Source: an optimization exercise on an open RTL-to-GDS flow (aim: small area, a short achievable clock period and few clock cycles). Production flows keep margins and buffers that such runs may drop. In this exercise RTL edits were held to simulation tests only and were not proved equivalent to the original. Power figures rest on the tool's default switching activity, not on a simulated workload.

Design frame_codec, start of the top module:
module frame_codec (
    input  wire        clk,
    input  wire        rst,       
    input  wire        req,
    input  wire        we,
    input  wire [1:0]  size,
    input  wire [13:0] addr,
    input  wire [31:0] wdata,
    output wire        ready,
    output wire        err,
    output wire [31:0] rdata
);
    localparam MAX_PAYLOAD = 32;
    localparam MAX_FRAME   = MAX_PAYLOAD + 3;
    localparam R_OK            = 3'd1;
    localparam R_VALID         = 3'd2;
    localparam R_INVALID_SHORT = 3'd3;
    localparam R_INVALID_CRC   = 3'd4;
    localparam R_INVALID_LONG  = 3'd5;
    localparam R_ERR_OVERSIZE  = 3'd6;
    localparam R_ERR_CMD       = 3'd7;
    localparam C_OTHER = 2'd0;
    localparam C_ENC   = 2'd1;
    localparam C_DEC   = 2'd2;
    function [15:0] crc16_add;
        input [7:0]  b;
        input [15:0] acc;
        integer k;
        reg [15:0] a;
        begin
            a = acc ^ {8'h00, b};
            for (k = 0; k < 8; k = k + 1)
                a = a[0] ? ((a >> 1) ^ 16'h8408) : (a >> 1);
            crc16_add = a;
        end
    endfunction
    reg [15:0] crc;
    reg [2:0]  result;
    reg        rx_valid;
    reg        tx_valid;
    reg [7:0]  ifid;
    reg [15:0] plen;
    reg [15:0] flen;
    reg [5:0]  txlen;      
    reg [7:0]  rx_ifid;
    reg [5:0]  rx_plen;    
    reg [15:0] rx_crc;
    reg [7:0]  pbuf  [0:MAX_PAYLOAD-1];
    reg [7:0]  txbuf [0:MAX_FRAME-1];
    reg [7:0]  rxbuf [0:MAX_FRAME-1];
    reg [5:0]  pm;         
    reg [15:0] pcrc;
    reg [5:0]  rm;         
    reg [15:0] rcrc;       
    reg [7:0]  rb0;        
    reg [7:0]  rb1;        
    reg        busy_enc;
    reg        busy_dec;
    reg [1:0]  lastcmd;
    reg [7:0]  pa;         
    reg        rv;
    reg [7:0]  ci;         
    reg [17:0] rq;         
    reg [5:0]  wp;         
    reg        wv;         
  ...
Size in the first run: about 4500 cells after synthesis.
export LEC_CHECK = 0
export CAP_MARGIN = 20
export CORE_MARGIN = 2
export CORE_UTILIZATION = 45
export CTS_BUF_LIST = sky130_fd_sc_hd__clkbuf_16
export CTS_CLUSTER_DIAMETER = 70
export CTS_CLUSTER_SIZE = 25
export SETUP_SLACK_MARGIN = 5.0
export SLEW_MARGIN = 20
create_clock -name core_clock -period 10.0 [get_ports {clk}]
run.sh (not shown) runs the stock make flow with config.mk's settings and CLKGATE_MAP_FILE= SYNTH_SCRIPT=/design/flow/synth_recipe.tcl, a recipe that flattens the netlist after the stock synthesis.
The baseline produced a clean layout.
Testbench counts at the start, summed over its fixed seeds: cycles 29,440.
Change:
--- a/flow/design.v
+++ b/flow/design.v
@@ -26,40 +26,51 @@
         input [7:0]  b;
         input [15:0] acc;
         integer k;
         reg [15:0] a;
         begin
             a = acc ^ {8'h00, b};
             for (k = 0; k < 8; k = k + 1)
                 a = a[0] ? ((a >> 1) ^ 16'h8408) : (a >> 1);
             crc16_add = a;
         end
     endfunction
+    function [15:0] crc16_unshift16;
+        input [15:0] r;
+        integer k;
+        reg [15:0] a;
+        begin
+            a = r;
+            for (k = 0; k < 16; k = k + 1)
+                a = a[15] ? (((a ^ 16'h8408) << 1) | 16'h0001) : (a << 1);
+            crc16_unshift16 = a;
+        end
+    endfunction
     reg [15:0] crc;
     reg [2:0]  result;
     reg        rx_valid;
     reg        tx_valid;
     reg [7:0]  ifid;
     reg [15:0] plen;
     reg [15:0] flen;
     reg [5:0]  txlen;      
     reg [7:0]  rx_ifid;
     reg [5:0]  rx_plen;    
     reg [15:0] rx_crc;
     reg [7:0]  pbuf  [0:MAX_PAYLOAD-1];
     reg [7:0]  txbuf [0:MAX_FRAME-1];
     reg [7:0]  rxbuf [0:MAX_FRAME-1];
     reg [5:0]  pm;         
     reg [15:0] pcrc;
     reg [5:0]  rm;         
-    reg [15:0] rcrc;       
+    reg [15:0] rcrc;
     reg [7:0]  rb0;        
     reg [7:0]  rb1;        
     reg        busy_enc;
     reg        busy_dec;
     reg [1:0]  lastcmd;
     reg [7:0]  pa;         
     reg        rv;
     reg [7:0]  ci;         
     reg [17:0] rq;         
     reg [5:0]  wp;         
     reg        wv;         
@@ -93,24 +104,24 @@
     wire [5:0]  L         = flen[5:0];
     wire        dec_ready = (rm == L);
     wire        enc_cmd   = cmd_wr && cmd_encode && !enc_over;
     wire        dec_cmd   = cmd_wr && cmd_decode && !dec_short && !dec_long;
     wire        fin_enc   = (enc_cmd || busy_enc) && enc_ready;
     wire        fin_dec   = (dec_cmd || busy_dec) && dec_ready;
     wire        go_busy   = (enc_cmd && !enc_ready) || (dec_cmd && !dec_ready);
     wire [5:0]  wp_start  = enc_cmd ? ((pm > n) ? 6'd0 : pm) : ((rm > L) ? 6'd1 : rm);
     wire [1:0]  lastcmd_d = cmd_encode ? C_ENC : cmd_decode ? C_DEC : C_OTHER;
     wire [15:0] enc_c     = (n == 6'd0) ? 16'h0 : pcrc;
     wire [15:0] rx_field  = {rb0, rb1};
-    wire [15:0] dec_c     = rcrc;
-    wire        dec_match = (rcrc == rx_field);
+    wire [15:0] dec_c     = crc16_unshift16(rcrc) ^ rx_field;
+    wire        dec_match = (rcrc == 16'h0);
     wire [7:0]  tx_odd    = n[0] ? enc_c[15:8] : enc_c[7:0];
     wire [7:0]  tx_even   = n[0] ? enc_c[7:0]  : enc_c[15:8];
     reg  [2:0]  result_d;
     reg         rx_valid_d;
     reg         tx_valid_d;
     always @(*) begin
         result_d   = result;
         rx_valid_d = rx_valid;
         tx_valid_d = tx_valid;
         if (cmd_wr) begin
             if (cmd_clear || cmd_byte) begin
@@ -220,25 +231,25 @@
         endcase
     end
     wire [17:0] rd_val = (rwin == 2'd0) ? reg_rd : {10'h0, buf_rd};
     wire [4:0]  pk      = busy_enc ? pm[4:0] : addr[4:0];
     wire        p_ext   = busy_enc ? (wv && pm != n) : (pb_wr && ((pk == 5'd0) || ({1'b0, pk} == pm)));
     wire        p_clr   = busy_enc ? 1'b0 : (pb_wr && ({1'b0, pk} < pm)) || (enc_cmd && pm > n);
     wire [5:0]  rk      = busy_dec ? rm      : addr[5:0];
     wire [7:0]  rx_byte = busy_dec ? rq[7:0] : wdata[7:0];
     wire        r_ext   = busy_dec ? (wv && rm != L) : (rx_wr && ((rk == 6'd1) || (rk == rm)));
     wire        r_clr   = busy_dec ? 1'b0 : (rx_wr && (rk > 6'd1) && (rk < rm)) || (dec_cmd && rm > L);
     wire        f_rx    = busy ? busy_dec : addr[13];
-    wire [15:0] f_acc   = f_rx ? rcrc : ((pk == 5'd0) ? 16'h0 : pcrc);
-    wire [7:0]  f_byte  = f_rx ? rb1 : busy ? rq[7:0] : wdata[7:0];
-    wire [15:0] f_out   = crc16_add(f_byte, f_acc);
+    wire [15:0] f_acc   = f_rx ? ((rk == 6'd1) ? 16'h0 : rcrc)
+                               : ((pk == 5'd0) ? 16'h0 : pcrc);
+    wire [15:0] f_out   = crc16_add(busy ? rq[7:0] : wdata[7:0], f_acc);
     wire [7:0]  wd_b   = rst ? 8'h0 : wdata[7:0];
     wire [7:0]  tx_o   = rst ? 8'h0 : tx_odd;
     wire [7:0]  tx_e   = rst ? 8'h0 : tx_even;
     wire [7:0]  ifid_r = rst ? 8'h0 : ifid;
     genvar g;
     generate
         for (g = 0; g < MAX_PAYLOAD; g = g + 1) begin : g_pbuf
             always @(posedge clk)
                 if (rst || (pb_wr && addr[4:0] == g))  pbuf[g] <= wd_b;
         end
         for (g = 0; g < MAX_FRAME; g = g + 1) begin : g_rxbuf
@@ -316,23 +327,23 @@
             end else begin
                 wp <= wp_start;
                 wv <= 1'b0;
             end
             if (p_ext) begin
                 pcrc <= f_out;
                 pm   <= {1'b0, pk} + 6'd1;
             end else if (p_clr) begin
                 pm   <= 6'd0;
             end
             if (r_ext) begin
-                rcrc <= (rk <= 6'd2) ? 16'h0 : f_out;
+                rcrc <= f_out;
                 rm   <= rk + 6'd1;
                 rb0  <= rx_byte;
                 rb1  <= rb0;
             end else if (r_clr) begin
                 rm   <= 6'd1;
             end
             if (bus_wr && reg_ok) begin
                 case (regno)
                 4'd0: begin
                     lastcmd <= lastcmd_d;
                     if (cmd_clear) begin
The changed run completed without violations.
Total power rises by about 1.6%.
Area after synthesis is about the same.
Clock skew went down by 0.0052 ns.
Core utilization rose by 0.55 points.
First-iteration DRC count goes down by about 9%.
Non-clock buffer count increases by 56.
Wire length rises by about 7%.
Combinational power increases by about 5.5%.
Design area goes up by about 1%.
Clock-buffer cell count grows by 2.
Die area barely changes.
Testbench counts after the change, summed over its fixed seeds: cycles 29,440.

==> what the ideal ports hide <==
Ports are ideal in the flow. The routed layouts listed here were re-timed in OpenROAD. Step 1 assumes that a clkbuf_16 drives the clock port and a buf_2 every other input. Step 2 times the ports against the registers' clock, not the clock port: input delays grow and output delays shrink by t, the midpoint of the rising clock arrivals with the driver on. a / b / c = ideal ports / drivers / drivers and shift; a / b = the first two.
| run | t, ns | setup slack, ns | hold slack, ns | worst setup path after step 2 | clock arrival spread, ns |
|---|---|---|---|---|---|
| the first run | 0.777 | 4.648 / 4.601 / 3.960 | 0.461 / 0.461 / 0.461 | input to register | 0.064 / 0.064 |
| the second run | 0.791 | 5.000 / 4.940 / 4.252 | 0.465 / 0.465 / 0.465 | input to register | 0.057 / 0.056 |
After both steps every run listed still meets setup and hold. For the second run, which loses most, drivers alone change the setup slack by -0.060 ns; drivers and shift together by -0.748 ns.
